This is an optimization exercise on Yosys and OpenROAD, whose aim is small area, a short achievable clock period and few clock cycles per item, not a production implementation. Power and IR drop assume default switching activity.

// ssp_xform
module ssp_xform (
    input  wire        clk,
    input  wire        rst,
    input  wire        cfg_we,
    input  wire [7:0]  cfg_addr,
    input  wire [15:0] cfg_wdata,
    input  wire        cmd_valid,
    output wire        cmd_ready,
    input  wire [63:0] cmd_word,
    output wire        mem_en,
    output wire [14:0] mem_addr,
    input  wire [7:0]  mem_rdata,
    output reg         res_valid,
    input  wire        res_ready,
    output reg  [31:0] res_data,
    output wire [3:0]  res_err
);
    localparam AW = 15;
    reg [AW-1:0]   amask;
    reg [AW:0]     bussize;
    reg [AW:0]     srclen;
    reg            dshare;
    reg [5:0]      gsh;
    reg [4*AW-1:0] aord;     
    reg [3*8-1:0]  dord;     
    reg [3*8-1:0]  eord;
    reg [5*32-1:0] gord;     
    always @(posedge clk) begin
        if (cfg_we) begin
            case (cfg_addr)
                8'h10: amask   <= cfg_wdata[AW-1:0];
                8'h11: bussize <= cfg_wdata[AW:0];
                8'h12: srclen  <= cfg_wdata[AW:0];
                8'h13: dshare  <= cfg_wdata[0];
                8'h16: gsh     <= 6'd32 - cfg_wdata[5:0];
                default: ;
            endcase
        end
    end
    genvar k;
    generate
        for (k = 0; k < AW; k = k + 1) begin : g_aord_wr
            always @(posedge clk)
                if (cfg_we && cfg_addr == 8'h20 + k)
                    aord[4*k +: 4] <= cfg_wdata[3:0];
        end
        for (k = 0; k < 8; k = k + 1) begin : g_dord_wr
            always @(posedge clk) begin
                if (cfg_we && cfg_addr == 8'h40 + k)
                    dord[3*k +: 3] <= cfg_wdata[2:0];
                if (cfg_we && cfg_addr == 8'h48 + k)
                    eord[3*k +: 3] <= cfg_wdata[2:0];
            end
        end
        for (k = 0; k < 32; k = k + 1) begin : g_gord_wr
            always @(posedge clk)
                if (cfg_we && cfg_addr == 8'h60 + k)
                    gord[5*k +: 5] <= cfg_wdata[4:0];
        end
    endgenerate
    reg  s_full;
    reg  rdy_q;
    wire go = !s_full;
    assign cmd_ready = rdy_q;
    wire [7:0] w_op  = cmd_word[7:0];
    wire [1:0] w_sel = cmd_word[9:8];
    wire w_rsv8  = |cmd_word[31:10];
  ...
export LEC_CHECK = 0
export ABC_CLOCK_PERIOD_IN_PS = 3000
export CAP_MARGIN = 20
export CORE_MARGIN = 2
export CORE_UTILIZATION = 60
export SLEW_MARGIN = 20
create_clock -name core_clock -period 10.0 [get_ports {clk}]
standard.sh (not shown) runs the stock make flow with config.mk's settings and CLKGATE_MAP_FILE= SYNTH_SCRIPT=/design/flow/synth_recipe.tcl, a recipe that flattens the netlist after the stock synthesis.
==> flow/flow/run.sh <==
#!/bin/bash
set -euo pipefail
MARGIN=$(cat flow/margin.txt)
bash standard.sh SETUP_SLACK_MARGIN=$MARGIN \
  "BUFFER_PORTS_ARGS=-buffer_cell sky130_fd_sc_hd__buf_2" \
  "CTS_ARGS=-sink_clustering_enable -repair_clock_nets -dont_use_dummy_load -sink_clustering_size 25 -sink_clustering_max_diameter 120" \
  finish > flow_make.log 2>&1
==> flow/flow/margin.txt <==
6.5
==> next run, changes <==
--- a/flow/design.v
+++ b/flow/design.v
@@ -110,32 +110,13 @@
                 assign idx = gord[5*(31-k) +: 5];
             end
             assign gb[k] = a_x[idx];
         end
     endgenerate
     wire oor  = (|a_x[31:16]) || ({a_x[15], a_x[AW-1:0] ^ amask} >= bussize);
-    wire [15:0] ph_g0 = {1'b0, pa & ~srclen[AW-1:0]};
-    wire [15:0] ph_e0 = {~srclen[AW], ~(pa ^ srclen[AW-1:0])};
-    wire [7:0]  ph_g1, ph_e1;
-    wire [3:0]  ph_g2, ph_e2;
-    wire [1:0]  ph_g3, ph_e3;
-    generate
-        for (k = 0; k < 8; k = k + 1) begin : g_ph1
-            assign ph_g1[k] = ph_g0[2*k+1] | (ph_e0[2*k+1] & ph_g0[2*k]);
-            assign ph_e1[k] = ph_e0[2*k+1] & ph_e0[2*k];
-        end
-        for (k = 0; k < 4; k = k + 1) begin : g_ph2
-            assign ph_g2[k] = ph_g1[2*k+1] | (ph_e1[2*k+1] & ph_g1[2*k]);
-            assign ph_e2[k] = ph_e1[2*k+1] & ph_e1[2*k];
-        end
-        for (k = 0; k < 2; k = k + 1) begin : g_ph3
-            assign ph_g3[k] = ph_g2[2*k+1] | (ph_e2[2*k+1] & ph_g2[2*k]);
-            assign ph_e3[k] = ph_e2[2*k+1] & ph_e2[2*k];
-        end
-    endgenerate
-    wire phys = ph_g3[1] | (ph_e3[1] & (ph_g3[0] | ph_e3[0]));
+    wire phys = ({1'b0, pa} >= srclen);
     wire ill  = !(a_mem || a_perm) || (a_perm && a_sel == 2'd2 && dshare);
     reg          b_valid;
     reg          b_fetch;      
     reg [AW-1:0] b_pa;         
     reg [AW-1:0] b_lo;         
     reg [31:AW]  b_hi;         
Final cell count barely changes.
Critical path depth came out lower by 1.
Synthesized cell count hardly moves.
Die area came out lower by 0.83%.
Global-route usage came out higher by 0.75 points.
Setup slack loses 0.14 ns.
Design area stays flat.
Total power barely changes.
Wire length came out higher by 1.9%.
Combinational power came out higher by about 3%.
Area after synthesis came out lower by 0.85%.
No run of this note included a check of the RTL's function; only the layout flow was run.

## port drivers added, routing unchanged
The results above use ideal ports. As a check the final layouts listed here were re-extracted and re-timed, cells and wires unchanged. Step 1, drivers: a clkbuf_16 drives clk and a buf_2 each remaining input, both assumed. Step 2 adds t to the input delays and takes it off the output delays; t is the mean of the earliest and latest rising clock arrival at the registers after step 1. Input paths then give back, and output paths get back, about the clock's delay inside the block. Three values: ideal ports, drivers, drivers and shift; two values: the first two.
run	shift t [ns]	slack for setup (ns)	worst slew at a driven data input, ns
the first run	0.641	6.561 / 6.529 / 6.006	0.08
the second run	0.643	6.422 / 6.422 / 5.987	0.06
After both steps setup and hold are still met in every run listed. For the first run, which loses most, drivers alone change the setup slack by -0.032 ns; drivers and shift together by -0.555 ns.
